Context: an optimization exercise on an open-source flow, tuned for small area, a short achievable clock period and few clock cycles per item. The choices shown serve that exercise and are no tape-out recipe. In this exercise RTL edits were held to simulation tests only and were not proved equivalent to the original.

<file path="flow/design.v">
module aes_sbox_a (input wire [7:0] x, input wire dec, output wire [11:0] m);
    wire t9 = x[0] ^ x[6];
    wire t10 = x[5] ^ t9;
    wire t11 = x[1] ^ x[2];
    wire t12 = x[7] ^ t10;
    wire t13 = x[1] ^ t10;
    wire t14 = t11 ^ t12;
    wire t15 = x[4] ^ t10;
    wire t16 = x[3] ^ t9;
    wire t17 = t11 ^ t16;
    wire t18 = x[0] ^ x[1];
    wire t19 = x[3] ^ x[4];
    wire t20 = t18 ^ t19;
    wire t21 = x[7] ^ t20;
    wire t22 = x[4] ^ x[6];
    wire t23 = t18 ^ t22;
    wire t24 = x[3] ^ x[6];
    wire t25 = t18 ^ t24;
    wire t26 = x[4] ^ x[7];
    wire t27 = x[0] ^ x[3];
    wire t28 = x[4] ^ t27;
    wire t29 = x[5] ^ t23;
    wire t30 = x[7] ^ t22;
    wire t31 = x[2] ^ x[5];
    wire t32 = x[7] ^ t31;
    wire t33 = ~t22;
    wire t34 = ~t25;
    wire t35 = ~t23;
    wire t36 = ~t28;
    wire t37 = ~t30;
    wire t38 = ~t32;
    wire t39 = dec ? t33 : t13;
    wire t40 = dec ? t34 : t12;
    wire t41 = dec ? t26 : t14;
    wire t42 = dec ? t35 : t15;
    wire t43 = dec ? t36 : t10;
    wire t44 = dec ? t29 : t17;
    wire t45 = dec ? t37 : t21;
    wire t46 = dec ? t38 : x[0];
    wire t47 = t39 ^ t43;
    wire t48 = t40 ^ t44;
    wire t49 = t41 ^ t45;
    wire t50 = t42 ^ t46;
    wire t51 = t47 ^ t48;
    wire t52 = t48 ^ t50;
    wire t53 = t47 ^ t49;
    wire t54 = t39 ^ t41;
    wire t55 = t40 ^ t42;
    wire t56 = t43 ^ t45;
    wire t57 = t44 ^ t46;
    wire t58 = t54 ^ t55;
    wire t59 = t56 ^ t57;
    wire t60 = t58 & t59;
    wire t61 = t54 & t56;
    wire t62 = t60 ^ t61;
    wire t63 = t55 & t57;
    wire t64 = t60 ^ t63;
    wire t65 = t62 ^ t64;
    wire t66 = t39 ^ t40;
    wire t67 = t43 ^ t44;
    wire t68 = t66 & t67;
    wire t69 = t39 & t43;
    wire t70 = t68 ^ t69;
    wire t71 = t40 & t44;
    wire t72 = t68 ^ t71;
    wire t73 = t64 ^ t70;
    wire t74 = t65 ^ t72;
    wire t75 = t41 ^ t42;
    wire t76 = t45 ^ t46;
    wire t77 = t75 & t76;
    wire t78 = t41 & t45;
    wire t79 = t77 ^ t78;
    wire t80 = t42 & t46;
    wire t81 = t77 ^ t80;
    wire t82 = t64 ^ t79;
    wire t83 = t65 ^ t81;
    wire t84 = t51 ^ t73;
    wire t85 = t48 ^ t74;
    wire t86 = t52 ^ t82;
    wire t87 = t53 ^ t83;
    wire t88 = t84 ^ t86;
    wire t89 = t85 ^ t87;
    wire t90 = t88 ^ t89;
    wire t91 = t84 ^ t85;
    wire t92 = t86 ^ t87;
    wire t93 = t91 & t92;
    wire t94 = t84 & t86;
    wire t95 = t93 ^ t94;
    wire t96 = t85 & t87;
    wire t97 = t93 ^ t96;
    wire t98 = t88 ^ t95;
    wire t99 = t90 ^ t97;
    wire t100 = t98 ^ t99;
    wire t101 = t92 & t100;
    wire t102 = t86 & t99;
    wire t103 = t101 ^ t102;
    wire t104 = t87 & t98;
    wire t105 = t101 ^ t104;
    wire t106 = t91 & t100;
    wire t107 = t84 & t99;
    wire t108 = t106 ^ t107;
    wire t109 = t85 & t98;
    wire t110 = t106 ^ t109;
    assign m[0] = t39;
    assign m[1] = t40;
    assign m[2] = t41;
    assign m[3] = t42;
    assign m[4] = t43;
    assign m[5] = t44;
    assign m[6] = t45;
    assign m[7] = t46;
    assign m[8] = t103;
    assign m[9] = t105;
    assign m[10] = t108;
    assign m[11] = t110;
endmodule
module aes_sbox_b (input wire [11:0] m, input wire dec, output wire [7:0] y);
    wire t13 = m[8] ^ m[10];
    wire t14 = m[9] ^ m[11];
    wire t15 = m[4] ^ m[6];
    wire t16 = m[5] ^ m[7];
    wire t17 = t13 ^ t14;
    wire t18 = t15 ^ t16;
    wire t19 = t17 & t18;
    wire t20 = t13 & t15;
    wire t21 = t19 ^ t20;
    wire t22 = t14 & t16;
    wire t23 = t19 ^ t22;
    wire t24 = t21 ^ t23;
    wire t25 = m[8] ^ m[9];
    wire t26 = m[4] ^ m[5];
    wire t27 = t25 & t26;
    wire t28 = m[4] & m[8];
    wire t29 = t27 ^ t28;
    wire t30 = m[5] & m[9];
    wire t31 = t27 ^ t30;
    wire t32 = t23 ^ t29;
    wire t33 = t24 ^ t31;
    wire t34 = m[10] ^ m[11];
    wire t35 = m[6] ^ m[7];
    wire t36 = t34 & t35;
    wire t37 = m[6] & m[10];
    wire t38 = t36 ^ t37;
    wire t39 = m[7] & m[11];
    wire t40 = t36 ^ t39;
    wire t41 = t23 ^ t38;
    wire t42 = t24 ^ t40;
    wire t43 = m[0] ^ m[2];
    wire t44 = m[1] ^ m[3];
    wire t45 = t43 ^ t44;
    wire t46 = t17 & t45;
    wire t47 = t13 & t43;
    wire t48 = t46 ^ t47;
    wire t49 = t14 & t44;
    wire t50 = t46 ^ t49;
    wire t51 = t48 ^ t50;
    wire t52 = m[0] ^ m[1];
    wire t53 = t25 & t52;
    wire t54 = m[0] & m[8];
    wire t55 = t53 ^ t54;
    wire t56 = m[1] & m[9];
    wire t57 = t53 ^ t56;
    wire t58 = t50 ^ t55;
    wire t59 = t51 ^ t57;
    wire t60 = m[2] ^ m[3];
    wire t61 = t34 & t60;
    wire t62 = m[2] & m[10];
    wire t63 = t61 ^ t62;
    wire t64 = m[3] & m[11];
    wire t65 = t61 ^ t64;
    wire t66 = t50 ^ t63;
    wire t67 = t51 ^ t65;
    wire t68 = t32 ^ t66;
    wire t69 = t33 ^ t42;
    wire t70 = t41 ^ t68;
    wire t71 = t42 ^ t59;
    wire t72 = t58 ^ t69;
    wire t73 = t32 ^ t33;
    wire t74 = t58 ^ t73;
    wire t75 = t67 ^ t68;
    wire t76 = t71 ^ t75;
    wire t77 = t69 ^ t70;
    wire t78 = t41 ^ t66;
    wire t79 = ~t72;
    wire t80 = ~t74;
    wire t81 = ~t71;
    wire t82 = ~t78;
    wire t83 = t32 ^ t58;
    wire t84 = t42 ^ t66;
    wire t85 = t33 ^ t83;
    wire t86 = t41 ^ t59;
    wire t87 = t67 ^ t84;
    wire t88 = t41 ^ t85;
    wire t89 = t85 ^ t87;
    wire t90 = t42 ^ t58;
    wire t91 = t32 ^ t86;
    wire t92 = t87 ^ t91;
    wire t93 = t83 ^ t84;
    wire t94 = t86 ^ t93;
    wire t95 = t33 ^ t58;
    wire t96 = dec ? t67 : t79;
    wire t97 = dec ? t83 : t80;
    wire t98 = dec ? t88 : t76;
    wire t99 = dec ? t89 : t77;
    wire t100 = dec ? t90 : t70;
    wire t101 = dec ? t92 : t81;
    wire t102 = dec ? t94 : t82;
    wire t103 = dec ? t95 : t68;
    assign y[0] = t96;
    assign y[1] = t97;
    assign y[2] = t98;
    assign y[3] = t99;
    assign y[4] = t100;
    assign y[5] = t101;
    assign y[6] = t102;
    assign y[7] = t103;
endmodule
module aes_sboxf_a (input wire [7:0] x, output wire [11:0] m);
    wire t8 = x[0] ^ x[6];
    wire t9 = x[5] ^ t8;
    wire t10 = x[1] ^ x[2];
    wire t11 = x[7] ^ t9;
    wire t12 = x[1] ^ t9;
    wire t13 = t10 ^ t11;
    wire t14 = x[4] ^ t9;
    wire t15 = x[3] ^ t8;
    wire t16 = t10 ^ t15;
    wire t17 = x[0] ^ x[1];
    wire t18 = x[3] ^ x[4];
    wire t19 = t17 ^ t18;
    wire t20 = x[7] ^ t19;
    wire t21 = t9 ^ t12;
    wire t22 = t11 ^ t16;
    wire t23 = t13 ^ t20;
    wire t24 = x[0] ^ t14;
    wire t25 = t21 ^ t22;
    wire t26 = t22 ^ t24;
    wire t27 = t21 ^ t23;
    wire t28 = t12 ^ t13;
    wire t29 = t11 ^ t14;
    wire t30 = t9 ^ t20;
    wire t31 = x[0] ^ t16;
    wire t32 = t28 ^ t29;
    wire t33 = t30 ^ t31;
    wire t34 = t32 & t33;
    wire t35 = t28 & t30;
    wire t36 = t34 ^ t35;
    wire t37 = t29 & t31;
    wire t38 = t34 ^ t37;
    wire t39 = t36 ^ t38;
    wire t40 = t11 ^ t12;
    wire t41 = t9 ^ t16;
    wire t42 = t40 & t41;
    wire t43 = t9 & t12;
    wire t44 = t42 ^ t43;
    wire t45 = t11 & t16;
    wire t46 = t42 ^ t45;
    wire t47 = t38 ^ t44;
    wire t48 = t39 ^ t46;
    wire t49 = t13 ^ t14;
    wire t50 = x[0] ^ t20;
    wire t51 = t49 & t50;
    wire t52 = t13 & t20;
    wire t53 = t51 ^ t52;
    wire t54 = x[0] & t14;
    wire t55 = t51 ^ t54;
    wire t56 = t38 ^ t53;
    wire t57 = t39 ^ t55;
    wire t58 = t25 ^ t47;
    wire t59 = t22 ^ t48;
    wire t60 = t26 ^ t56;
    wire t61 = t27 ^ t57;
    wire t62 = t58 ^ t60;
    wire t63 = t59 ^ t61;
    wire t64 = t62 ^ t63;
    wire t65 = t58 ^ t59;
    wire t66 = t60 ^ t61;
    wire t67 = t65 & t66;
    wire t68 = t58 & t60;
    wire t69 = t67 ^ t68;
    wire t70 = t59 & t61;
    wire t71 = t67 ^ t70;
    wire t72 = t62 ^ t69;
    wire t73 = t64 ^ t71;
    wire t74 = t72 ^ t73;
    wire t75 = t66 & t74;
    wire t76 = t60 & t73;
    wire t77 = t75 ^ t76;
    wire t78 = t61 & t72;
    wire t79 = t75 ^ t78;
    wire t80 = t65 & t74;
    wire t81 = t58 & t73;
    wire t82 = t80 ^ t81;
    wire t83 = t59 & t72;
    wire t84 = t80 ^ t83;
    assign m[0] = t12;
    assign m[1] = t11;
    assign m[2] = t13;
    assign m[3] = t14;
    assign m[4] = t9;
    assign m[5] = t16;
    assign m[6] = t20;
    assign m[7] = x[0];
    assign m[8] = t77;
    assign m[9] = t79;
    assign m[10] = t82;
    assign m[11] = t84;
endmodule
module aes_sboxf_b (input wire [11:0] m, output wire [7:0] y);
    wire t12 = m[8] ^ m[10];
    wire t13 = m[9] ^ m[11];
    wire t14 = m[4] ^ m[6];
    wire t15 = m[5] ^ m[7];
    wire t16 = t12 ^ t13;
    wire t17 = t14 ^ t15;
    wire t18 = t16 & t17;
    wire t19 = t12 & t14;
    wire t20 = t18 ^ t19;
    wire t21 = t13 & t15;
    wire t22 = t18 ^ t21;
    wire t23 = t20 ^ t22;
    wire t24 = m[8] ^ m[9];
    wire t25 = m[4] ^ m[5];
    wire t26 = t24 & t25;
    wire t27 = m[4] & m[8];
    wire t28 = t26 ^ t27;
    wire t29 = m[5] & m[9];
    wire t30 = t26 ^ t29;
    wire t31 = t22 ^ t28;
    wire t32 = t23 ^ t30;
    wire t33 = m[10] ^ m[11];
    wire t34 = m[6] ^ m[7];
    wire t35 = t33 & t34;
    wire t36 = m[6] & m[10];
    wire t37 = t35 ^ t36;
    wire t38 = m[7] & m[11];
    wire t39 = t35 ^ t38;
    wire t40 = t22 ^ t37;
    wire t41 = t23 ^ t39;
    wire t42 = m[0] ^ m[2];
    wire t43 = m[1] ^ m[3];
    wire t44 = t42 ^ t43;
    wire t45 = t16 & t44;
    wire t46 = t12 & t42;
    wire t47 = t45 ^ t46;
    wire t48 = t13 & t43;
    wire t49 = t45 ^ t48;
    wire t50 = t47 ^ t49;
    wire t51 = m[0] ^ m[1];
    wire t52 = t24 & t51;
    wire t53 = m[0] & m[8];
    wire t54 = t52 ^ t53;
    wire t55 = m[1] & m[9];
    wire t56 = t52 ^ t55;
    wire t57 = t49 ^ t54;
    wire t58 = t50 ^ t56;
    wire t59 = m[2] ^ m[3];
    wire t60 = t33 & t59;
    wire t61 = m[2] & m[10];
    wire t62 = t60 ^ t61;
    wire t63 = m[3] & m[11];
    wire t64 = t60 ^ t63;
    wire t65 = t49 ^ t62;
    wire t66 = t50 ^ t64;
    wire t67 = t31 ^ t65;
    wire t68 = t32 ^ t41;
    wire t69 = t40 ^ t67;
    wire t70 = t41 ^ t58;
    wire t71 = t57 ^ t68;
    wire t72 = t31 ^ t32;
    wire t73 = t57 ^ t72;
    wire t74 = t66 ^ t67;
    wire t75 = t70 ^ t74;
    wire t76 = t68 ^ t69;
    wire t77 = t40 ^ t65;
    wire t78 = ~t71;
    wire t79 = ~t73;
    wire t80 = ~t70;
    wire t81 = ~t77;
    assign y[0] = t78;
    assign y[1] = t79;
    assign y[2] = t75;
    assign y[3] = t76;
    assign y[4] = t69;
    assign y[5] = t80;
    assign y[6] = t81;
    assign y[7] = t67;
endmodule
module aes_mixcol (
    input  wire [31:0] c,
    output wire [31:0] y
);
    wire [7:0] a0 = c[7:0];
    wire [7:0] a1 = c[15:8];
    wire [7:0] a2 = c[23:16];
    wire [7:0] a3 = c[31:24];
    wire [7:0] x0 = {a0[6:0], 1'b0} ^ (a0[7] ? 8'h1b : 8'h00);
    wire [7:0] x1 = {a1[6:0], 1'b0} ^ (a1[7] ? 8'h1b : 8'h00);
    wire [7:0] x2 = {a2[6:0], 1'b0} ^ (a2[7] ? 8'h1b : 8'h00);
    wire [7:0] x3 = {a3[6:0], 1'b0} ^ (a3[7] ? 8'h1b : 8'h00);
    assign y[7:0]   = x0 ^ (x1 ^ a1) ^ a2 ^ a3;
    assign y[15:8]  = a0 ^ x1 ^ (x2 ^ a2) ^ a3;
    assign y[23:16] = a0 ^ a1 ^ x2 ^ (x3 ^ a3);
    assign y[31:24] = (x0 ^ a0) ^ a1 ^ a2 ^ x3;
endmodule
module aes_inv_mixcol_pre (
    input  wire [31:0] c,
    output wire [31:0] y
);
    function [7:0] x4;   
        input [7:0] a;
        reg   [7:0] t;
        begin
            t  = {a[6:0], 1'b0} ^ (a[7] ? 8'h1b : 8'h00);
            x4 = {t[6:0], 1'b0} ^ (t[7] ? 8'h1b : 8'h00);
        end
    endfunction
    wire [7:0] u = x4(c[7:0]  ^ c[23:16]);
    wire [7:0] v = x4(c[15:8] ^ c[31:24]);
    assign y = {c[31:24] ^ v, c[23:16] ^ u, c[15:8] ^ v, c[7:0] ^ u};
endmodule
module aes256_core (
    input  wire         clk,
    input  wire         rst,
    input  wire         start,
    input  wire [1:0]   op,
    input  wire [255:0] key,
    input  wire [127:0] din,
    output reg          ready,
    output reg          done,
    output reg          err,
    output wire [127:0] dout
);
    function [127:0] sig;
        input [127:0] a;
        sig = {a[63:32], a[95:64], a[127:96], a[31:0]};
    endfunction
    reg [255:0] ks;          
    reg [255:0] ke;          
    reg         kv;          
    reg         wpend;       
    reg         wact;        
    reg         v1, d1, x1;  
    reg [3:0]   c1;          
    reg [127:0] s1;          
    reg [255:0] k1;          
    reg         v2, d2, x2;
    reg         z2;          
    reg [3:0]   c2;
    reg [191:0] m2;          
    reg [47:0]  q2;          
    reg [255:0] k2;
    reg         v3, d3, x3;
    reg [3:0]   c3;
    reg [127:0] u3;          
    reg [255:0] k3;          
    wire last3 = (c3 == 4'd13);
    reg  free3;                     
    reg  fin2;                      
    genvar gi;
    wire [127:0] sr;
    wire [191:0] ma;
    wire [47:0]  qa;
    generate
        for (gi = 0; gi < 16; gi = gi + 1) begin : g_a
            assign sr[8*gi+7:8*gi] =
                s1[8*((gi % 4) + 4*(((gi / 4) + (gi % 4)) % 4)) +: 8];
            aes_sbox_a u_sa (.x(sr[8*gi+7:8*gi]), .dec(d1), .m(ma[12*gi+11:12*gi]));
        end
        for (gi = 0; gi < 4; gi = gi + 1) begin : g_ka
            aes_sboxf_a u_ka (.x(k1[224+8*gi+7:224+8*gi]), .m(qa[12*gi+11:12*gi]));
        end
    endgenerate
    wire [127:0] b;
    wire [31:0]  sw;
    generate
        for (gi = 0; gi < 16; gi = gi + 1) begin : g_b
            aes_sbox_b u_sb (.m(m2[12*gi+11:12*gi]), .dec(d2), .y(b[8*gi+7:8*gi]));
        end
        for (gi = 0; gi < 4; gi = gi + 1) begin : g_kb
            aes_sboxf_b u_kb (.m(q2[12*gi+11:12*gi]), .y(sw[8*gi+7:8*gi]));
        end
    endgenerate
    wire [127:0] rkb = k2[255:128];
    wire [127:0] bb  = (z2 && d2) ? sig(b) : b;
    wire [127:0] kb  = z2 ? rkb : d2 ? sig(rkb) : 128'h0;
    wire [127:0] ub  = bb ^ kb;
    wire [7:0]  rcon = d2 ? (8'h40 >> c2[3:1]) : (8'h01 << c2[3:1]);
    wire [31:0] t    = c2[0] ? sw : ({sw[7:0], sw[31:8]} ^ {24'h0, rcon});
    wire [31:0] l0 = k2[31:0], l1 = k2[63:32], l2 = k2[95:64], l3 = k2[127:96];
    wire [31:0] p1 = l1 ^ l0;
    wire [31:0] p2 = d2 ? (l2 ^ l1) : (l2 ^ l1 ^ l0);
    wire [31:0] p3 = d2 ? (l3 ^ l2) : (l3 ^ l2 ^ l1 ^ l0);
    wire [31:0] te = d2 ? 32'h0 : t;
    wire [31:0] n0 = l0 ^ t;
    wire [31:0] n1 = p1 ^ te;
    wire [31:0] n2 = p2 ^ te;
    wire [31:0] n3 = p3 ^ te;
    wire [255:0] nk = {n3, n2, n1, n0, k2[255:128]};
    wire [127:0] rk = k3[127:0];    
    wire [127:0] ns;
    generate
        for (gi = 0; gi < 4; gi = gi + 1) begin : g_mc
            wire [31:0] pre, mc;
            aes_inv_mixcol_pre u_pre (.c(u3[32*gi+31:32*gi]), .y(pre));
            aes_mixcol u_mc (.c(d3 ? pre : u3[32*gi+31:32*gi]), .y(mc));
            assign ns[32*gi+31:32*gi] = mc ^ (d3 ? 32'h0 : rk[32*gi+31:32*gi]);
        end
    endgenerate
    assign dout = u3;
    wire acc     = start && ready;
    wire blk     = acc && (op != 2'b00);
    wire launch  = blk && kv;
    wire wlaunch = wpend && free3;
    wire ldec    = op[1] && !wpend;
    wire [127:0] s_new = ldec ? sig(din ^ ke[255:128]) : (din ^ ks[127:0]);
    wire [255:0] k_new = ldec ? {ke[127:0], ke[255:128]} : ks;
    wire wpend_n = wlaunch ? 1'b0 : (acc && op == 2'b00) ? 1'b1 : wpend;
    wire wact_n  = (v2 && z2 && x2) ? 1'b0 : wlaunch ? 1'b1 : wact;
    always @(posedge clk) begin
        v2 <= v1; d2 <= d1; x2 <= x1; c2 <= c1; z2 <= (c1 == 4'd13);
        m2 <= ma; q2 <= qa; k2 <= k1;
        v3 <= v2; d3 <= d2; x3 <= x2; c3 <= c2;
        free3 <= !v2 || (c2 == 4'd13);
        fin2  <= v1 && (c1 == 4'd13) && x1;
        u3 <= ub; k3 <= nk;
        done <= 1'b0;
        err  <= 1'b0;
        if (free3) begin
            s1 <= s_new;
            k1 <= k_new;
        end else begin
            s1 <= ns;
            k1 <= k3;
        end
        if (launch) begin
            v1 <= 1'b1; d1 <= op[1]; x1 <= 1'b0; c1 <= 4'd0;
        end else if (wlaunch) begin
            v1 <= 1'b1; d1 <= 1'b0; x1 <= 1'b1; c1 <= 4'd0;
        end else begin
            v1 <= v3 && !last3; d1 <= d3; x1 <= x3; c1 <= c3 + 4'd1;
        end
        ready <= !wpend_n && !wact_n && (!v2 || c2 == 4'd13);
        if (acc && op == 2'b00) begin
            ks <= key;
            kv <= 1'b1;
        end
        wpend <= wpend_n;
        wact  <= wact_n;
        if (blk && !kv) begin
            done <= 1'b1;
            err  <= 1'b1;
        end
        if (v2 && z2)
            done <= 1'b1;
        if (fin2)
            ke <= k2;
        if (rst) begin
            v1 <= 1'b0; v2 <= 1'b0; v3 <= 1'b0;
            free3 <= 1'b1; fin2 <= 1'b0;
            kv <= 1'b0; wpend <= 1'b0; wact <= 1'b0;
            done <= 1'b0;
            ready <= 1'b1;
        end
    end
endmodule
</file>
<file path="flow/flow/run.sh">
#!/bin/bash
# Own flow: the standard layout (standard.sh) with three changes:
#  - synthesis maps with an ABC script suited to XOR-heavy logic
#    (flow/abc.script) and skips the full/half adder extraction; registers,
#    flattening and renaming are the standard synthesis's;
#  - timing repair aims SETUP_SLACK_MARGIN ns below the clock period;
#  - ports are buffered with a plain buffer cell, and the delay cells are
#    not used as buffers.
set -euo pipefail
W=$(pwd)
MARGIN=6.5
SYN=$FLOW_HOME/scripts/synth.tcl
sed -e 's|^\(\s*\)\[env_var_exists_and_non_empty ADDER_MAP_FILE\] &&|\10 \&\& [env_var_exists_and_non_empty ADDER_MAP_FILE] \&\&|' \
    -e "s|^\(\s*\)log_cmd abc {\*}\$abc_args|\1log_cmd abc -script $W/flow/abc.script {*}[lrange \$abc_args 2 end]|" \
    "$SYN" > "$W/synth_own.tcl"
grep -q '0 && \[env_var_exists_and_non_empty ADDER_MAP_FILE\]' "$W/synth_own.tcl"
grep -q "log_cmd abc -script $W/flow/abc.script" "$W/synth_own.tcl"
sed "s|source \$::env(SCRIPTS_DIR)/synth.tcl|source $W/synth_own.tcl|" synth_recipe.tcl > "$W/synth_recipe_own.tcl"
grep -q "source $W/synth_own.tcl" "$W/synth_recipe_own.tcl"
sed -e "s|SYNTH_SCRIPT=[^ ]*|SYNTH_SCRIPT=$W/synth_recipe_own.tcl|" \
    -e "s|\"\${@:-finish}\"|SETUP_SLACK_MARGIN=$MARGIN \"\${@:-finish}\"|" standard.sh > "$W/standard_own.sh"
grep -q "SYNTH_SCRIPT=$W/synth_recipe_own.tcl" "$W/standard_own.sh"
grep -q "SETUP_SLACK_MARGIN=$MARGIN" "$W/standard_own.sh"
export BUFFER_PORTS_ARGS="-buffer_cell sky130_fd_sc_hd__buf_1"
DLY=""
for c in clkdlybuf4s15_1 clkdlybuf4s15_2 clkdlybuf4s18_1 clkdlybuf4s18_2 clkdlybuf4s25_1 \
         clkdlybuf4s25_2 clkdlybuf4s50_1 clkdlybuf4s50_2 dlygate4sd1_1 dlygate4sd2_1 \
         dlygate4sd3_1 dlymetal6s2s_1 dlymetal6s4s_1 dlymetal6s6s_1; do
  DLY="$DLY sky130_fd_sc_hd__$c"
done
export DONT_USE_CELLS="$DLY"
bash "$W/standard_own.sh" > "$W/flow_make.log" 2>&1
</file>
<file path="flow/flow/abc.script">
strash
&get -n
&dch -x
&nf -R 1000
&put
buffer -c
topo
stime -c
upsize -c
dnsize -c
</file>
<file path="flow/standard.sh">
#!/bin/bash
# synth_recipe.tcl (not shown) runs the flow's synth.tcl, then flattens the netlist and writes it again
# the make line also repeats each setting of config.mk as NAME=value (left out here)
make -C /OpenROAD-flow-scripts/flow DESIGN_CONFIG=/design/flow/config.mk WORK_HOME=/design/flow/orfs CLKGATE_MAP_FILE= SYNTH_SCRIPT=/design/flow/synth_recipe.tcl "${@:-finish}"
</file>
<file path="flow/config.mk">
export PLATFORM = sky130hd
export DESIGN_NAME = aes256_core
export DESIGN_NICKNAME = aes256_core
export VERILOG_FILES = /design/flow/design.v
export SDC_FILE = /design/flow/constraint.sdc
export NUM_CORES = 8
export LEC_CHECK = 0
export CAP_MARGIN = 20
export CORE_MARGIN = 2
export CORE_UTILIZATION = 40
export CTS_BUF_LIST = sky130_fd_sc_hd__clkbuf_16
export CTS_CLUSTER_DIAMETER = 90
export CTS_CLUSTER_SIZE = 20
export SLEW_MARGIN = 20
</file>
<file path="flow/constraint.sdc">
create_clock -name core_clock -period 10.0 [get_ports {clk}]
set_input_delay 2.0000 -clock core_clock [delete_from_list [all_inputs] [get_ports {clk}]]
set_output_delay 2.0000 -clock core_clock [all_outputs]
set_load 0.01 [all_outputs]
</file>
==> impl_metrics.json, run 1 <==
{
  "synth_compound_area_share_pct": 8.699,
  "synth_fa_ha_area_share_pct": 0,
  "use_met2_pct": 42.39,
  "die_w_um": 476.5,
  "critPathMaxFanout": 4,
  "fin_nets": 9905,
  "finalSetupViolCount": 0,
  "rsz0062_at_grt": "yes",
  "grt_busiest_layer": "met2",
  "hpwl_mm": 270.8,
  "start_kind": "register",
  "synth.top_cell.area_share_pct": 28.92,
  "synth_edf_count": 512,
  "worstSetupPathType": "reg2reg",
  "grt_max_degree": 185,
  "tightest_slew_ps": 1248,
  "async_flop_share_pct": 0,
  "hp-start": "k1[184]",
  "drive_gt1_share_pct": 8.729,
  "drtPass1Iterations": 6,
  "ys_seq_area_share_pct": 46.14,
  "synth_top_family_by_area": "XOR/XNOR gates",
  "routed_wl_mm": 342.9,
  "finalHoldViolations": 0,
  "overflow": 0,
  "yosys-top-cells-area": "dfxtp_1 (29%), xnor2_1 (22%), edfxtp_1 (17%), xor2_1 (9.7%), nand2_1 (4.9%)",
  "grt_pass1_wl_mm": 468.3,
  "clk_pin_slew_ps": 100,
  "synthDistinctLibCells": 64,
  "hold_end": "k2[184]",
  "r2r-start": "u3[38]",
  "cts_hold_buf": 0,
  "synth.avg_cell_area_um2": 9.856,
  "cts_buffer_depth": 3,
  "grt_pass1_vias": 62390,
  "final.min_clock_period_ps": 3493,
  "worstPathRequired_ps": 10650,
  "clock_sinks": 1802,
  "dieHeight_um": 476.5,
  "grtUsageMet3_pct": 3.743,
  "skew_ps": 44.46,
  "cap_violations": 0,
  "syn-num-nets": 9448,
  "ioPinCount": 520,
  "synthSimpleGateAreaFrac_pct": 9.398,
  "htree_levels": 3,
  "drt_iter0_drc": 8306,
  "place_congestion": 0.9905,
  "dieArea_mm2": 0.2270,
  "synth_area_leader_cell": "dfxtp_1",
  "yosysMostFrequentCell": "xnor2_1",
  "synthXorXnorAreaFrac_pct": 32.59,
  "ys_warn_count": 2,
  "synth_common_cells": "xnor2_1 (2259), dfxtp_1 (1290), nand2_1 (1159), xor2_1 (988), nor2_1 (831)",
  "syn_inst": 9059,
  "cp.arrival_ps": 4140,
  "slew_headroom_pct": 16.80,
  "cts_tree": "built",
  "cts-root-buf": "clkbuf_16",
  "hold_ws_ps": 316.3,
  "slew_violations": 0,
  "status": "no timing/DRC/antenna violations",
  "viasPerCell": 5.264,
  "cts_made_buffers": 111,
  "detail_route.drc_violations": 0,
  "vias": 66390,
  "r2r-end": "s1[52]",
  "wire_per_inst_um": 27.19,
  "start_util_pct": 40.20,
  "synthMuxAreaShare_pct": 1.204,
  "ys_seq_elements": 1802,
  "antenna_found_initial": 70,
  "numPortBuffers": 519,
  "crit_path_end_kind": "register",
  "clock_latency_ps": 830,
  "track_usage_pct": 28.84,
  "hold_depth": 0,
  "finalSetupTns_ps": 0,
  "max_freq_mhz": 286.3,
  "ys.flop_type": "dfxtp_1",
  "r2r_cells": 9,
  "core_mm2": 0.2221,
  "ant_nets": 0,
  "holdCritPathClass": "reg2reg",
  "synthToLayoutAreaGrowth_pct": 12.60,
  "syn_area_mm2": 0.08929,
  "num_rows": 173,
  "r2r_slack_ps": 6510,
  "fin_crit_sh_pct": 34.93,
  "fillCellCount": 21330,
  "use_met1_pct": 41.33
}
cells in the final DEF, fill, tap and decap left out, types with 109 or more instances in the layout:
cell,Yosys,routed
nor2_1,831,828
xor2_1,988,935
xnor2_1,2259,2165
clkbuf_16,0,115
o21ai_0,365,355
dfxtp_2,0,109
a21oi_1,292,274
buf_4,7,136
a31oi_1,219,219
dfxtp_1,1290,1126
inv_1,132,192
buf_1,34,463
edfxtp_1,512,512
xnor2_2,30,116
nand2_1,1159,1157
state kept, by name, summed over array words and instances (netlist names), 4 cells and up:
register,count
k2,256
s1,128
u3,128
c2,4
c3,4
c1,4
q2,44
ks,256
m2,192
ke,256
k3,256
k1,256
metal layers:
layer	vias to the layer above	wire, um
met5	-	23
met4	4	19810
met3	470	27440
met2	2983	145400
met1	32570	150100
li1	30360	-
how the worst max path moves through the flow:
stage | start | to | depth (start not counted)
2_1_floorplan | start | ready | 5
3_3_place_gp | op[1] | s1[19] | 10
3_5_place_dp | op[1] | s1[19] | 10
4_1_cts | d3 | s1[105] | 9
5_1_grt | s1[97] | m2[154] | 14
6_report | u3[38] | s1[52] | 9
cells by family after synthesis:
kind of cell | count (synthesis)
compound gates | 1293
xor+xnor | 3286
buf+inv | 437
flops | 1802
mux | 103
simple gates | 2138
per-stage QoR:
| stage | area (um2) | instances | util (%) | setup slack [ps] |
|---|---|---|---|---|
| 3_3_place_gp | 94200 | 12290 | 42.41 | 4962 |
| 4_1_cts | 98780 | 12520 | 44.48 | 6361 |
| 5_1_grt | 100500 | 12610 | 45.27 | 6343 |
| 2_1_floorplan | 89330 | 9059 | - | 954.9 |
| 6_report | 100500 | 12610 | 45.27 | 6507 |
| 3_5_place_dp | 94200 | 12290 | 42.41 | 4914 |
area by class of cell:
| class | instances | area, um2 | share of cell area [%] |
|---|---|---|---|
| timing repair buffer | 645 | 3416 | 3.397 |
| multi-input combinational | 6823 | 47810 | 47.56 |
| clock inverter | 97 | 671.9 | 0.6683 |
| sequential | 1802 | 41540 | 41.32 |
| inverter | 133 | 510.5 | 0.5077 |
| antenna | 25 | 62.56 | 0.06222 |
| clock buffer | 112 | 2803 | 2.788 |
| tap | 2975 | 3722 | 3.702 |
worst max-delay path, stage by stage (launching register included):
cell	delay, ps
dfxtp_4	430
xor2_1	530
xnor2_1	190
xnor2_1	210
nand2_1	160
xor2_1	460
xor2_1	620
xnor2_1	180
xnor2_1	390
o22ai_1	150
what timing repair did:
| item | in CTS | in global routing |
|---|---|---|
| endpoints found under the hold margin | 0 | 0 |
| pin swaps | 4 | 42 |
| gates resized for setup | 339 | 194 |
| cloned | 6 | 3 |
| buffers inserted | 13 | 66 |
| endpoints found under the setup margin | 540 | 306 |
Testbench counts, summed over its fixed seeds: cycles 12,152, blocks 768.
==> run 2: changes to the inputs <==
--- a/flow/config.mk
+++ b/flow/config.mk
@@ -9,6 +9,6 @@
 export CORE_MARGIN = 2
 export CORE_UTILIZATION = 40
 export CTS_BUF_LIST = sky130_fd_sc_hd__clkbuf_16
-export CTS_CLUSTER_DIAMETER = 90
-export CTS_CLUSTER_SIZE = 20
+export CTS_CLUSTER_DIAMETER = 80
+export CTS_CLUSTER_SIZE = 25
 export SLEW_MARGIN = 20
==> run 2 against run 1 <==
  * Critical path depth fell by 8
  * Hold slack barely moved
  * Core utilization increased by 0.24 points
  * Sequential share of layout area shrank 0.27 points
  * Die area is the same
  * Global-route usage down 0.057 points
  * Clock skew increased by 14 ps
  * Final area rose by 0.54%
  * Critical path type is now reg2out
  * Critical endpoint is now dout[14]
==> impl_metrics.json, run 2 <==
{
  "cts-root-buf": "clkbuf_16",
  "synth_edf_count": 512,
  "finalHoldViolations": 0,
  "stdcell_area_mm2": 0.1011,
  "synthDistinctLibCells": 64,
  "syn_inst": 9059,
  "detail_route.drc_violations": 0,
  "final.min_clock_period_ps": 3483,
  "ioPinCount": 520,
  "cts_made_buffers": 109,
  "drive_gt1_share_pct": 9.217,
  "skew_ps": 58.38,
  "slowest_stage": "dfxtp_1",
  "mostFrequentLayoutCells": "xnor2_1 (2156), nand2_1 (1157), dfxtp_1 (1134)",
  "r2r_cells": 11,
  "holdCritPathClass": "reg2reg",
  "die_w_um": 476.5,
  "core_mm2": 0.2221,
  "wire_per_inst_um": 27.10,
  "ys_seq_area_share_pct": 46.14,
  "syn-num-nets": 9448,
  "ys_warn_count": 2,
  "start_kind": "register",
  "stdcell_count": 12630,
  "slew_violations": 0,
  "dieHeight_um": 476.5,
  "post-place-ws_ps": 4914,
  "hold_ws_ps": 316.3,
  "synthToLayoutAreaGrowth_pct": 13.21,
  "slew_headroom_pct": 16.58,
  "async_flop_share_pct": 0,
  "dieArea_mm2": 0.2270,
  "fin_nets": 9915,
  "max_freq_mhz": 287.1,
  "ys_seq_elements": 1802,
  "clk_pin_slew_ps": 100,
  "routed_wl_mm": 342.2,
  "place_area_mm2": 0.09420,
  "cp.arrival_ps": 1480,
  "worstSetupPathType": "reg2out",
  "yosys-top-cells-area": "dfxtp_1 (29%), xnor2_1 (22%), edfxtp_1 (17%), xor2_1 (9.7%), nand2_1 (4.9%)",
  "crit_path_end_kind": "output pin",
  "critPathMaxFanout": 3,
  "crit_family": "flip-flops",
  "cts_hold_buf": 0,
  "vias": 66130,
  "numPortBuffers": 519,
  "dp.cells": 12290,
  "critPathMaxStageDelay_ps": 440,
  "hold_depth": 0,
  "hpwl_mm": 270.8,
  "finalSetupTns_ps": 0,
  "fin_crit_sh_pct": 34.83,
  "htree_levels": 3,
  "crit_chain": "buf_2",
  "worst-path-buf-inv": 1,
  "yosysMostFrequentCell": "xnor2_1",
  "mostFrequentLayoutCell": "xnor2_1",
  "rsz0062_at_grt": "yes",
  "worstPathRequired_ps": 8000,
  "grt_pass1_wl_mm": 467.6,
  "num_rows": 173,
  "place_congestion": 0.9905,
  "cts_buffer_depth": 3,
  "overflow": 0,
  "cts_tree": "built",
  "clock_sinks": 1802,
  "viasPerCell": 5.237,
  "synth.avg_cell_area_um2": 9.856,
  "fin_ws_ps": 6517,
  "synth_common_cells": "xnor2_1 (2259), dfxtp_1 (1290), nand2_1 (1159), xor2_1 (988), nor2_1 (831)",
  "ys.flop_type": "dfxtp_1",
  "track_usage_pct": 28.78,
  "grt_max_degree": 185,
  "syn_area_mm2": 0.08929,
  "drtPass1Iterations": 8,
  "ant_nets": 0,
  "fillCellCount": 21310,
  "path_depth": 1,
  "finalSetupViolCount": 0,
  "cap_violations": 0,
  "tightest_slew_ps": 1251,
  "antenna_found_initial": 71,
  "status": "no timing/DRC/antenna violations",
  "grt_pass1_vias": 62300,
  "clock_latency_ps": 820,
  "synth.top_cell.area_share_pct": 28.92,
  "start_util_pct": 40.20,
  "postLayoutCoreUtil_pct": 45.52,
  "synth_area_leader_cell": "dfxtp_1",
  "drt_iter0_drc": 8161
}
run 2: cell count changes in the layout (fill, tap and decap cells not counted), moves of 10 or more:
cell | previous run | this run
inv_12 | 2 | 12
inv_16 | 1 | 13
inv_1 | 192 | 161
dfxtp_4 | 55 | 40
buf_2 | 19 | 32
run 2: per-layer routing:
metal	routed length, um	global-route usage [%]	vias up
li1	-	-	30380
met5	92	0	-
met2	145100	42.26	2882
met4	20270	14.95	6
met1	149500	41.26	32360
met3	27240	3.549	505
run 2: layout make-up:
type,count,area [um2],share of cell area [%]
diodes,29,72.57,0.07179
clock buffers,115,2878,2.847
clock inverters,93,964.7,0.9543
inverters,133,519.2,0.5137
multi-input cells,6822,47980,47.47
flip-flops and latches,1802,41490,41.05
well taps,2975,3722,3.682
repair buffers,658,3452,3.415
run 2: path summary, 6_finish.rpt:
kind                 from        to  slack (ps)
setup / recovery   u3[14]  dout[14]        6520
hold / removal    k1[186]   k2[186]         320
setup reg to reg  k2[248]   k3[210]        6520
hold reg to reg   k1[186]   k2[186]         320
run 2: cells by family (layout without fill, tap and decap cells):
family | after synthesis | count (layout) | share of synthesized area, %
XOR/XNOR | 3286 | 3286 | 32.59
AND/OR/NAND/NOR | 2138 | 2140 | 9.398
flip-flops | 1802 | 1802 | 46.14
AO/OA/AOI/OAI | 1293 | 1293 | 8.699
buffers and inverters | 437 | 999 | 1.972
multiplexers | 103 | 103 | 1.204
other | 0 | 29 | 0
run 2: timing repair:
action | in CTS | in global routing
gates cloned | 5 | 3
endpoints found under the setup margin | 534 | 163
setup buffers | 11 | 81
pin swaps | 4 | 44
gates resized for setup | 294 | 213
hold endpoints to repair | 0 | 0
==> run 3: changes to the inputs <==
--- a/flow/config.mk
+++ b/flow/config.mk
@@ -9,6 +9,6 @@
 export CORE_MARGIN = 2
 export CORE_UTILIZATION = 40
 export CTS_BUF_LIST = sky130_fd_sc_hd__clkbuf_16
-export CTS_CLUSTER_DIAMETER = 80
+export CTS_CLUSTER_DIAMETER = 60
 export CTS_CLUSTER_SIZE = 25
 export SLEW_MARGIN = 20
==> run 3 against run 2 <==
  * Die area did not move
  * Core utilization rose by 0.54 points
  * Critical path depth rose by 9
  * Sequential cell count did not move
  * Final cell count rose by 0.37%
  * Wire length rose by 0.43%
  * Critical path type is now in2reg
  * Critical endpoint is now s1[72]
  * Largest cell class unchanged
==> impl_metrics.json, run 3 <==
{
  "status": "no timing/DRC/antenna violations",
  "yosys-top-cells-area": "dfxtp_1 (29%), xnor2_1 (22%), edfxtp_1 (17%), xor2_1 (9.7%), nand2_1 (4.9%)",
  "crit_path_end_kind": "register",
  "mostFrequentLayoutCell": "xnor2_1",
  "ioPinCount": 520,
  "ys.flop_type": "dfxtp_1",
  "drt_iter0_drc": 7959,
  "track_usage_pct": 28.91,
  "worstSetupPathType": "in2reg",
  "synthToLayoutAreaGrowth_pct": 14.55,
  "finalSetupTns_ps": 0,
  "mostFrequentLayoutCells": "xnor2_1 (2170), nand2_1 (1158), dfxtp_1 (1119)",
  "ys_seq_area_share_pct": 46.14,
  "htree_levels": 4,
  "ys_seq_elements": 1802,
  "clock_latency_ps": 860,
  "ys_warn_count": 2,
  "die_w_um": 476.5,
  "grt_pass1_wl_mm": 468.8,
  "worstPathRequired_ps": 10750,
  "slew_headroom_pct": 15.36,
  "syn-num-nets": 9448,
  "rsz0062_at_grt": "yes",
  "synth_area_leader_cell": "dfxtp_1",
  "overflow": 0,
  "tightest_slew_ps": 1270,
  "num_rows": 173,
  "vias": 66650,
  "yosysMostFrequentCell": "xnor2_1",
  "synthDistinctLibCells": 64,
  "place_congestion": 0.9905,
  "hpwl_mm": 270.8,
  "detail_route.drc_violations": 0,
  "post-place-ws_ps": 4914,
  "drive_gt1_share_pct": 9.872,
  "syn_area_mm2": 0.08929,
  "cp.arrival_ps": 4230,
  "drtPass1Iterations": 6,
  "fin_nets": 9939,
  "slew_violations": 0,
  "worst-path-buf-inv": 4,
  "synth_edf_count": 512,
  "skew_ps": 62.95,
  "async_flop_share_pct": 0,
  "synth.avg_cell_area_um2": 9.856,
  "critPathMaxStageDelay_ps": 370,
  "critPathMaxFanout": 58,
  "cts_tree": "built",
  "clk_pin_slew_ps": 90,
  "r2r_slack_ps": 6540,
  "synth_common_cells": "xnor2_1 (2259), dfxtp_1 (1290), nand2_1 (1159), xor2_1 (988), nor2_1 (831)",
  "numPortBuffers": 519,
  "syn_inst": 9059,
  "cts-root-buf": "clkbuf_16",
  "holdCritPathClass": "reg2reg",
  "fin_ws_ps": 6527,
  "start_util_pct": 40.20,
  "core_mm2": 0.2221,
  "clock_sinks": 1802,
  "cts_hold_buf": 0,
  "antenna_found_initial": 81,
  "routed_wl_mm": 343.7,
  "crit_family": "buffers and inverters",
  "synth.top_cell.area_share_pct": 28.92,
  "slowest_stage": "buf_8",
  "final.min_clock_period_ps": 3473,
  "viasPerCell": 5.259,
  "cts_buffer_depth": 3,
  "cts_made_buffers": 144,
  "dieHeight_um": 476.5,
  "finalHoldViolations": 0,
  "cap_violations": 0,
  "finalSetupViolCount": 0,
  "start_kind": "input port",
  "wire_per_inst_um": 27.12,
  "crit_chain": "clkbuf_2 -> inv_1 -> nor2_4 -> buf_8 -> buf_16 -> nand2_1 -> nand2_1 -> o21ai_0 -> a21o_1 -> o21ai_0",
  "grt_max_degree": 185,
  "grt_pass1_vias": 62570,
  "fin_crit_sh_pct": 34.73,
  "dieArea_mm2": 0.2270,
  "ant_nets": 0,
  "max_freq_mhz": 287.9
}
[run 3: cell counts after synthesis]
Identical to the previous run, type by type.
[run 3: metal layers]
| layer | global-route usage, % | wire [um] | up-vias |
|---|---|---|---|
| met5 | 0 | 57 | - |
| met2 | 42.50 | 145800 | 3064 |
| met3 | 4.059 | 28850 | 527 |
| met1 | 41.21 | 149000 | 32590 |
| met4 | 14.72 | 19980 | 8 |
| li1 | - | - | 30460 |
[run 3: metrics by stage]
step | hold WS [ps] | instances | instance area [um2] | util [%]
global placement | 312.3 | 12290 | 94200 | 42.41
global route | 314.6 | 12670 | 102300 | 46.05
floorplan | 309.6 | 9059 | 89330 | -
detailed placement | 312.1 | 12290 | 94200 | 42.41
finish | 302.0 | 12670 | 102300 | 46.05
CTS | 298.9 | 12580 | 100500 | 45.26
[run 3: cells by family (layout without fill, tap and decap cells)]
kind of cell,count (synthesis),count (layout),synth area share [%]
AND/OR/NAND/NOR,2138,2141,9.398
XOR/XNOR,3286,3286,32.59
other,0,25,0
AO/OA/AOI/OAI,1293,1293,8.699
buffers and inverters,437,1049,1.972
multiplexers,103,103,1.204
flip-flops,1802,1802,46.14
[run 3: path summary, 6_finish.rpt]
check,from,end,cells past startpoint
setup / recovery,op[1],s1[72],10
hold / removal,k1[177],k2[177],0
setup reg to reg,k2[240],k3[203],11
hold reg to reg,k1[177],k2[177],0
[run 3: worst register-to-register path: stages (launching register included)]
cell and delay [ps]:
dfxtp_2 590, xnor2_1 180, or2_2 330, xnor2_1 170, xnor2_1 370, xnor2_2 170, xnor2_1 380, xnor2_1 220
mux2i_2 350, xnor2_1 190, nand2_1 120, xnor2_2 300
[run 3: cell type report]
| class | instances | area, um2 |
|---|---|---|
| multi-input cells | 6823 | 47830 |
| flip-flops and latches | 1802 | 41570 |
| inverters | 133 | 510.5 |
| well taps | 2975 | 3722 |
| repair buffers | 646 | 3433 |
| clock inverters | 123 | 1469 |
| clock buffers | 147 | 3679 |
| fillers | 21130 | 119800 |
| diodes | 25 | 62.56 |
[run 3: what timing repair did]
item                       4_1_cts  5_1_grt
gates cloned                     6        3
resized for setup              358      193
buffers inserted                15       65
pin swaps                        5       30
hold endpoints to repair         0        0
setup endpoints to repair      508      305
==> run 4: changes to the inputs <==
--- a/flow/config.mk
+++ b/flow/config.mk
@@ -9,6 +9,6 @@
 export CORE_MARGIN = 2
 export CORE_UTILIZATION = 40
 export CTS_BUF_LIST = sky130_fd_sc_hd__clkbuf_16
-export CTS_CLUSTER_DIAMETER = 60
-export CTS_CLUSTER_SIZE = 25
+export CTS_CLUSTER_DIAMETER = 150
+export CTS_CLUSTER_SIZE = 15
 export SLEW_MARGIN = 20
==> run 4 against run 3 <==
  * First-iteration DRC count fell by 1.5%
  * Critical endpoint is now s1[37]
  * Core utilization down 0.50 points
  * Still clean on timing, DRC and antenna
  * Global-route usage increased by 0.11 points
==> impl_metrics.json, run 4 <==
{
  "detail_route.drc_violations": 0,
  "ys_warn_count": 2,
  "fin_crit_sh_pct": 34.93,
  "ys_seq_area_share_pct": 46.14,
  "place_congestion": 0.9905,
  "hpwl_mm": 270.8,
  "grt_pass1_vias": 62760,
  "tightest_slew_ps": 1235,
  "synth.avg_cell_area_um2": 9.856,
  "ioPinCount": 520,
  "fillCellCount": 21300,
  "core_mm2": 0.2221,
  "cts-root-buf": "clkbuf_16",
  "yosys-top-cells-area": "dfxtp_1 (29%), xnor2_1 (22%), edfxtp_1 (17%), xor2_1 (9.7%), nand2_1 (4.9%)",
  "drtPass1Iterations": 6,
  "cts_buffer_depth": 3,
  "rsz0062_at_grt": "yes",
  "wire_per_inst_um": 27.19,
  "syn_area_mm2": 0.08929,
  "overflow": 0,
  "skew_ps": 34.11,
  "dieArea_mm2": 0.2270,
  "antenna_found_initial": 67,
  "synth_common_cells": "xnor2_1 (2259), dfxtp_1 (1290), nand2_1 (1159), xor2_1 (988), nor2_1 (831)",
  "mostFrequentLayoutCell": "xnor2_1",
  "synthToLayoutAreaGrowth_pct": 13.31,
  "ys.flop_type": "dfxtp_1",
  "cts_tree": "built",
  "slew_violations": 0,
  "cts_hold_buf": 0,
  "grt_pass1_wl_mm": 470.6,
  "num_rows": 173,
  "routed_wl_mm": 343.8,
  "cp.arrival_ps": 4200,
  "postLayoutCoreUtil_pct": 45.56,
  "numPortBuffers": 519,
  "dieHeight_um": 476.5,
  "start_util_pct": 40.20,
  "clock_latency_ps": 850,
  "mostFrequentLayoutCells": "xnor2_1 (2175), nand2_1 (1158), dfxtp_1 (1115)",
  "final.min_clock_period_ps": 3493,
  "synth_edf_count": 512,
  "drive_gt1_share_pct": 8.912,
  "clk_pin_slew_ps": 80,
  "drt_iter0_drc": 7840,
  "ant_nets": 0,
  "critPathMaxFanout": 4,
  "viasPerCell": 5.260,
  "yosysMostFrequentCell": "xnor2_1",
  "synth.top_cell.area_share_pct": 28.92,
  "status": "no timing/DRC/antenna violations",
  "htree_levels": 4,
  "finalSetupTns_ps": 0,
  "post-place-ws_ps": 4914,
  "syn-num-nets": 9448,
  "crit_path_end_kind": "register",
  "async_flop_share_pct": 0,
  "cts_made_buffers": 139,
  "worstPathRequired_ps": 10700,
  "fin_ws_ps": 6507,
  "holdCritPathClass": "reg2reg",
  "start_kind": "register",
  "finalSetupViolCount": 0,
  "synthDistinctLibCells": 64,
  "grt_max_degree": 185,
  "ys_seq_elements": 1802,
  "vias": 66510,
  "clock_sinks": 1802,
  "synth_area_leader_cell": "dfxtp_1",
  "max_freq_mhz": 286.3,
  "syn_inst": 9059,
  "track_usage_pct": 29.02,
  "worstSetupPathType": "reg2reg",
  "cap_violations": 0,
  "finalHoldViolations": 0,
  "r2r_slack_ps": 6510,
  "die_w_um": 476.5,
  "fin_nets": 9923,
  "slew_headroom_pct": 17.69
}
[run 4: cells by family after synthesis]
family                 Yosys count  synth area share (%)
buffers and inverters          437                 1.972
multiplexers                   103                 1.204
XOR/XNOR                      3286                 32.59
AND/OR/NAND/NOR               2138                 9.398
flip-flops                    1802                 46.14
AO/OA/AOI/OAI                 1293                 8.699
[run 4: critical path, stage by stage, from the launching register on]
cell	delay, ps
dfxtp_4	420
xor2_1	550
xnor2_1	190
xnor2_1	200
nand2_1	160
xor2_1	440
xor2_1	620
xor2_1	460
a31o_2	220
o22ai_1	80
[run 4: metal layers]
layer | vias to the layer above | wire [um] | part of all wire, % | GRT usage (%)
li1 | 30400 | - | - | -
met1 | 32530 | 149000 | 43 | 41.44
met2 | 3058 | 145800 | 42 | 42.57
met3 | 509 | 29030 | 8.4 | 4.180
met4 | 6 | 19840 | 5.8 | 14.66
met5 | - | 43 | 0.013 | 0
[run 4: cell type report]
| type | count | area (um2) | area share, % |
|---|---|---|---|
| diodes | 30 | 75.07 | 0.07420 |
| inverters | 133 | 510.5 | 0.5046 |
| flip-flops and latches | 1802 | 41580 | 41.10 |
| multi-input cells | 6823 | 47720 | 47.16 |
| clock buffers | 142 | 3553 | 3.512 |
| clock inverters | 104 | 651.9 | 0.6443 |
| repair buffers | 635 | 3366 | 3.327 |
| well taps | 2975 | 3722 | 3.679 |
[run 4: path summary, 6_finish.rpt]
path	cells after the start	to	startpoint
min	0	k2[184]	k1[184]
max	9	s1[37]	u3[38]
min reg2reg	0	k2[184]	k1[184]
max reg2reg	9	s1[37]	u3[38]
[run 4: per-stage QoR]
| stage | hold WS, ps | area [um2] | std cells |
|---|---|---|---|
| 6_report | 303.8 | 101200 | 12640 |
| 3_5_place_dp | 312.1 | 94200 | 12290 |
| 3_3_place_gp | 312.3 | 94200 | 12290 |
| 5_1_grt | 320.6 | 101200 | 12640 |
| 4_1_cts | 312.2 | 99560 | 12560 |
| 2_1_floorplan | 309.6 | 89330 | 9059 |
[run 4: timing repair]
item / CTS / global route
endpoints found under the setup margin: 541 / 314
resized for setup: 378 / 187
setup buffers: 13 / 57
pin swaps: 3 / 30
gates cloned: 6 / 2
==> run 5: changes to the inputs <==
--- a/flow/config.mk
+++ b/flow/config.mk
@@ -9,6 +9,6 @@
 export CORE_MARGIN = 2
 export CORE_UTILIZATION = 40
 export CTS_BUF_LIST = sky130_fd_sc_hd__clkbuf_16
-export CTS_CLUSTER_DIAMETER = 150
-export CTS_CLUSTER_SIZE = 15
+export CTS_CLUSTER_DIAMETER = 200
+export CTS_CLUSTER_SIZE = 12
 export SLEW_MARGIN = 20
==> run 5 against run 4 <==
  * Sequential share of layout area fell by 0.31 points
  * Area after synthesis unchanged
  * Sequential cell count is the same
  * Highest routed layer unchanged
  * Critical path depth down 8
  * Still clean on timing, DRC and antenna
  * Maximum frequency increased by 0.58%
  * Synthesized cell count unchanged
  * Hold slack worse by 0.90 ps
  * Final cell count rose by 0.30%
==> impl_metrics.json, run 5 <==
{
  "num_rows": 173,
  "yosys-top-cells-area": "dfxtp_1 (29%), xnor2_1 (22%), edfxtp_1 (17%), xor2_1 (9.7%), nand2_1 (4.9%)",
  "grt_max_degree": 185,
  "dieHeight_um": 476.5,
  "async_flop_share_pct": 0,
  "r2r_slack_ps": 6550,
  "ioPinCount": 520,
  "r2r_cells": 15,
  "hpwl_mm": 270.8,
  "syn-num-nets": 9448,
  "drive_gt1_share_pct": 9.073,
  "cts_made_buffers": 168,
  "crit_path_end_kind": "output pin",
  "cap_violations": 0,
  "postLayoutCoreUtil_pct": 45.92,
  "critPathMaxFanout": 2,
  "synth.top_cell.area_share_pct": 28.92,
  "slew_violations": 0,
  "clock_sinks": 1802,
  "overflow": 0,
  "path_depth": 1,
  "r2r-start": "s1[16]",
  "rsz0062_at_grt": "yes",
  "die_w_um": 476.5,
  "mostFrequentLayoutCells": "xnor2_1 (2177), nand2_1 (1158), dfxtp_1 (1115)",
  "numPortBuffers": 519,
  "cts-root-buf": "clkbuf_16",
  "hp-start": "k1[27]",
  "cts_hold_buf": 0,
  "cts_buffer_depth": 3,
  "start_util_pct": 40.20,
  "ant_nets": 0,
  "crit_chain": "buf_4",
  "finalSetupViolCount": 0,
  "syn_inst": 9059,
  "fin_nets": 9940,
  "slew_headroom_pct": 24.82,
  "critPathMaxStageDelay_ps": 410,
  "slowest_stage": "dfxtp_4",
  "mostFrequentLayoutCell": "xnor2_1",
  "ys.flop_type": "dfxtp_1",
  "finalSetupTns_ps": 0,
  "synth.avg_cell_area_um2": 9.856,
  "vias": 66560,
  "viasPerCell": 5.249,
  "clock_latency_ps": 890,
  "synthDistinctLibCells": 64,
  "cts_tree": "built",
  "final.min_clock_period_ps": 3473,
  "synth_area_leader_cell": "dfxtp_1",
  "worstSetupPathType": "reg2out",
  "status": "no timing/DRC/antenna violations",
  "synth_edf_count": 512,
  "finalHoldViolations": 0,
  "track_usage_pct": 29.07,
  "r2r-end": "m2[130]",
  "routed_wl_mm": 345.3,
  "start_kind": "register",
  "synth_common_cells": "xnor2_1 (2259), dfxtp_1 (1290), nand2_1 (1159), xor2_1 (988), nor2_1 (831)",
  "antenna_found_initial": 77,
  "grt_pass1_wl_mm": 471.3,
  "dieArea_mm2": 0.2270,
  "cp.arrival_ps": 1470,
  "crit_family": "flip-flops",
  "worstPathRequired_ps": 8000,
  "hold_end": "k2[27]",
  "ys_warn_count": 2,
  "drtPass1Iterations": 6,
  "clk_pin_slew_ps": 60,
  "worst-path-buf-inv": 1,
  "detail_route.drc_violations": 0,
  "hold_depth": 0,
  "fin_crit_sh_pct": 34.73,
  "drt_iter0_drc": 8204,
  "grt_pass1_vias": 62860,
  "tightest_slew_ps": 1128,
  "synthToLayoutAreaGrowth_pct": 14.21,
  "place_congestion": 0.9905,
  "yosysMostFrequentCell": "xnor2_1",
  "skew_ps": 77.91,
  "core_mm2": 0.2221,
  "fillCellCount": 21210,
  "max_freq_mhz": 287.9,
  "ys_seq_area_share_pct": 46.14,
  "htree_levels": 4,
  "syn_area_mm2": 0.08929,
  "ys_seq_elements": 1802,
  "wire_per_inst_um": 27.23,
  "holdCritPathClass": "reg2reg"
}
## run 5: cell count changes in the layout (fill, tap and decap cells not counted), moves of 5 or more
cell | before | now
buf_4 | 138 | 115
buf_6 | 5 | 12
clkbuf_16 | 144 | 172
buf_1 | 447 | 437
clkinv_16 | 5 | 10
xor2_2 | 63 | 57
xor2_1 | 932 | 938
buf_2 | 24 | 31
inv_1 | 218 | 242
## run 5: what timing repair did
| item | CTS | global route |
|---|---|---|
| gates cloned | 5 | 5 |
| setup endpoints to repair | 490 | 213 |
| gates resized for setup | 398 | 183 |
| pin swaps | 4 | 24 |
| buffers inserted | 13 | 43 |
## run 5: cell families (layout without fill, tap and decap cells)
group	after synthesis	count (layout)	synth area share, %
xor gates and xnor gates	3286	3286	32.59
and+or+nand+nor	2138	2141	9.398
DFF	1802	1802	46.14
AOI/OAI and AO/OA	1293	1293	8.699
buffers and inverters	437	1052	1.972
muxes	103	103	1.204
other	0	30	0
## run 5: worst max-delay path by stage
stage / start / to / slack (ps)
floorplan: start / ready / 950
global placement: op[1] / s1[19] / 4960
detailed placement: op[1] / s1[19] / 4910
CTS: d3 / s1[105] / 6360
global route: s1[16] / m2[130] / 6330
finish: u3[23] / dout[23] / 6530
## run 5: cell type report
type	count	area, um2	share of cell area, %
well taps	2975	3722	3.650
flip-flops and latches	1802	41590	40.79
clock buffers	168	4204	4.123
inverters	133	510.5	0.5006
multi-input cells	6823	47680	46.76
repair buffers	623	3369	3.304
clock inverters	128	820.8	0.8049
diodes	30	75.07	0.07362
## run 5: per-stage QoR
stage	area, um2	setup slack (ps)	cells	hold slack [ps]
2_1_floorplan	89330	954.9	9059	309.6
3_3_place_gp	94200	4962	12290	312.3
3_5_place_dp	94200	4914	12290	312.1
4_1_cts	100400	6363	12600	297.6
5_1_grt	102000	6329	12670	308.7
6_report	102000	6527	12680	302.9
## run 5: metal layers
metal	vias to the layer above	GRT usage (%)	share of wire (%)
met4	6	14.63	5.7
met1	32520	41.38	43
met3	533	4.484	8.7
met5	-	0	0.014
met2	3061	42.56	42
li1	30440	-	-
==> run 6: changes to the inputs <==
==> flow/flow/abc.script (replaced) <==
strash
&get -n
&dch -x
&nf -R 1000 -p
&put
buffer -c
topo
stime -c
upsize -c
dnsize -c
--- a/flow/config.mk
+++ b/flow/config.mk
@@ -9,6 +9,6 @@
 export CORE_MARGIN = 2
 export CORE_UTILIZATION = 40
 export CTS_BUF_LIST = sky130_fd_sc_hd__clkbuf_16
-export CTS_CLUSTER_DIAMETER = 200
-export CTS_CLUSTER_SIZE = 12
+export CTS_CLUSTER_DIAMETER = 120
+export CTS_CLUSTER_SIZE = 18
 export SLEW_MARGIN = 20
==> run 6 against run 5 <==
  * Die area is 0.16% higher
  * Wire length up 1.0%
  * Count of clock-buffer cells in the layout is 56 lower
  * Critical endpoint is now k3[198]
  * Sequential cell count is the same
  * Critical path type is now reg2reg
  * First-iteration DRC count fell by 5.8%
  * Via count is 0.55% lower
  * Global-route usage grew 0.087 points
  * Non-clock buffer count up 11
  * Synthesized cell count is essentially flat
==> impl_metrics.json, run 6 <==
{
  "status": "no timing/DRC/antenna violations",
  "skew_ps": 57.68,
  "syn_inst": 9053,
  "crit_top_cell": "xnor2_1",
  "r2r_cells": 10,
  "hp-start": "k1[166]",
  "synth_edf_count": 512,
  "clock_sinks": 1802,
  "track_usage_pct": 29.15,
  "multi_input_area_mm2": 0.04792,
  "synthMuxAreaShare_pct": 1.224,
  "fin_crit_sh_pct": 35.15,
  "place_congestion": 1.008,
  "drtPass1Iterations": 6,
  "crit_path_end_kind": "register",
  "yosysMostFrequentCell": "xnor2_1",
  "critPathMaxFanout": 4,
  "ioPinCount": 520,
  "start_kind": "register",
  "synthSimpleGateAreaFrac_pct": 9.599,
  "synth_fa_ha_area_share_pct": 0,
  "finalSetupViolCount": 0,
  "mostFrequentLayoutCells": "xnor2_1 (2169), dfxtp_1 (1140), nand2_1 (1106)",
  "ant_nets": 0,
  "synth.avg_cell_area_um2": 9.879,
  "worstSetupPathType": "reg2reg",
  "viasPerCell": 5.259,
  "ys.flop_type": "dfxtp_1",
  "synth_common_cells": "xnor2_1 (2265), dfxtp_1 (1290), nand2_1 (1107), xor2_1 (964), nor2_1 (823)",
  "crit_family": "XOR/XNOR gates",
  "async_flop_share_pct": 0,
  "overflow": 0,
  "die_w_um": 476.8,
  "num_rows": 173,
  "synth_top_family_by_area": "XOR/XNOR gates",
  "start_util_pct": 40.23,
  "crit_chain": "xnor2_1 -> xnor2_1 -> nor2_1 -> xor2_1 -> xnor2_1 -> xnor2_1 -> a21oi_1 -> xor2_1 -> nand2_1 -> xnor2_1",
  "synth_area_leader_cell": "dfxtp_1",
  "htree_levels": 3,
  "hpwl_mm": 274.1,
  "cts-root-buf": "clkbuf_16",
  "synthXorXnorAreaFrac_pct": 32.46,
  "critPathMaxStageDelay_ps": 700,
  "drive_gt1_share_pct": 8.437,
  "final.min_clock_period_ps": 3515,
  "cap_violations": 0,
  "yosys-top-cells-area": "dfxtp_1 (29%), xnor2_1 (22%), edfxtp_1 (17%), xor2_1 (9.4%), nand2_1 (4.6%)",
  "dieHeight_um": 476.8,
  "holdCritPathClass": "reg2reg",
  "cts_hold_buf": 0,
  "finalSetupTns_ps": 0,
  "r2r-start": "q2[11]",
  "hold_ws_ps": 313.9,
  "seq_area_mm2": 0.04152,
  "antenna_found_initial": 67,
  "slew_violations": 0,
  "cp.arrival_ps": 4200,
  "grt_pass1_vias": 62420,
  "synth.top_cell.area_share_pct": 28.88,
  "cts_made_buffers": 111,
  "core_mm2": 0.2223,
  "syn_area_mm2": 0.08943,
  "path_depth": 10,
  "worst-path-buf-inv": 0,
  "slowest_stage": "xnor2_1",
  "synthToLayoutAreaGrowth_pct": 12.15,
  "critPathLaunch": "q2[11]",
  "max_freq_mhz": 284.5,
  "mostFrequentLayoutCell": "xnor2_1",
  "cts_tree": "built",
  "clk_pin_slew_ps": 80,
  "postLayoutCoreUtil_pct": 45.12,
  "fillCellCount": 21140,
  "detail_route.drc_violations": 0,
  "finalHoldViolations": 0,
  "vias": 66200,
  "ys_warn_count": 2,
  "worstPathRequired_ps": 10680,
  "numPortBuffers": 519,
  "syn-num-nets": 9442,
  "grt_max_degree": 165,
  "synthDistinctLibCells": 65,
  "synth_compound_area_share_pct": 8.740,
  "cts_buffer_depth": 3,
  "hold_depth": 0,
  "slew_headroom_pct": 30.08,
  "clock_latency_ps": 820,
  "rsz0062_at_grt": "yes",
  "tightest_slew_ps": 1049,
  "routed_wl_mm": 348.8,
  "ys_seq_area_share_pct": 46.07,
  "wire_per_inst_um": 27.71,
  "drt_iter0_drc": 7730,
  "dieArea_mm2": 0.2274,
  "fin_nets": 9889,
  "ys_seq_elements": 1802,
  "grt_pass1_wl_mm": 471.4
}
[run 6: cell count changes after synthesis, sizes merged, moves of 7 or more]
cell    delta
o21ai     -15
nor2b     +24
xnor2      +8
nand2b    +34
nor2       -7
and2       +8
nand2     -51
a31oi     +10
xor2      -19
[run 6: worst register-to-register path, cell delays in order, from the launching register on]
cell,delay (ps)
dfxtp_1,360
xnor2_1,310
xnor2_1,190
nor2_1,90
xor2_1,180
xnor2_1,700
xnor2_1,340
a21oi_1,340
xor2_1,610
nand2_1,150
xnor2_1,150
[run 6: metrics by stage]
stage | instance area (um2) | setup WS (ps) | std cells
2_1_floorplan | 89460 | 1261 | 9053
3_3_place_gp | 94370 | 4707 | 12290
3_5_place_dp | 94370 | 4747 | 12290
4_1_cts | 98580 | 6440 | 12510
5_1_grt | 100300 | 6347 | 12580
6_report | 100300 | 6485 | 12590
[run 6: final timing paths]
check | end | slack [ps]
worst max-delay path | k3[198] | 6480
worst min-delay path | k2[166] | 310
worst max register to register | k3[198] | 6480
worst min register to register | k2[166] | 310
[run 6: per-layer routing]
metal / up-vias / GRT usage (%) / wire length, um
met2: 2897 / 43.06 / 148100
met5: - / 0 / 67
met4: 10 / 14.23 / 19170
li1: 30330 / - / -
met1: 32450 / 41.58 / 153200
met3: 508 / 4.164 / 28280
[run 6: area by class of cell]
type	instances	area share (%)
Antenna cell	24	0.05988
Clock buffer	112	2.794
Clock inverter	90	0.5015
Inverter	129	0.4890
Multi-Input combinational cell	6822	47.77
Sequential cell	1802	41.40
Tap cell	2975	3.711
Timing Repair Buffer	634	3.276
[run 6: repair_timing]
action	in CTS	in global routing
hold endpoints to repair	0	0
setup buffers	10	52
pin swaps	2	39
setup endpoints to repair	586	255
gates cloned	4	6
gates resized for setup	290	205
[run 6: logic make-up (layout without fill, tap and decap cells)]
| group | after synthesis | after routing |
|---|---|---|
| xor+xnor | 3275 | 3275 |
| flops | 1802 | 1802 |
| simple gates | 2143 | 2146 |
| compound gates | 1296 | 1296 |
| other cells | 0 | 24 |
| mux | 105 | 105 |
| buf+inv | 432 | 965 |

==> separate check: timing with driven ports <==
The flow's constraints put no driver on any port. The routed layouts listed below were extracted and timed again, unchanged, in two steps.
Step 1 sets driving cells, clkbuf_16 on the clock port and buf_2 on the other inputs (assumed; they add their load-dependent delay and slew).
Step 2, shift: input delay + t, output delay - t, t = (earliest + latest rising clock arrival at the registers) / 2. This alone moves slack from input paths to output paths.
a / b / c = ideal / step 1 / step 2; a / b = the first two.
run | t (ns) | setup slack, ns | worst hold slack (ns) | latest minus earliest clock arrival (ns)
run 1 | 0.909 | 6.507 / 6.443 / 5.747 | 0.316 / 0.316 / 0.316 | 0.045 / 0.045
run 2 | 0.890 | 6.517 / 6.423 / 5.739 | 0.316 / 0.316 / 0.316 | 0.061 / 0.062
run 3 | 0.929 | 6.527 / 6.446 / 5.636 | 0.302 / 0.302 / 0.302 | 0.065 / 0.066
run 4 | 0.926 | 6.507 / 6.451 / 5.671 | 0.304 / 0.304 / 0.304 | 0.036 / 0.036
run 5 | 0.947 | 6.527 / 6.434 / 5.654 | 0.303 / 0.303 / 0.303 | 0.082 / 0.082
run 6 | 0.881 | 6.485 / 6.424 / 5.756 | 0.314 / 0.314 / 0.314 | 0.059 / 0.059
After both steps every run listed still meets setup and hold. For run 3, which loses most, drivers alone change the setup slack by -0.081 ns; drivers and shift together by -0.891 ns.
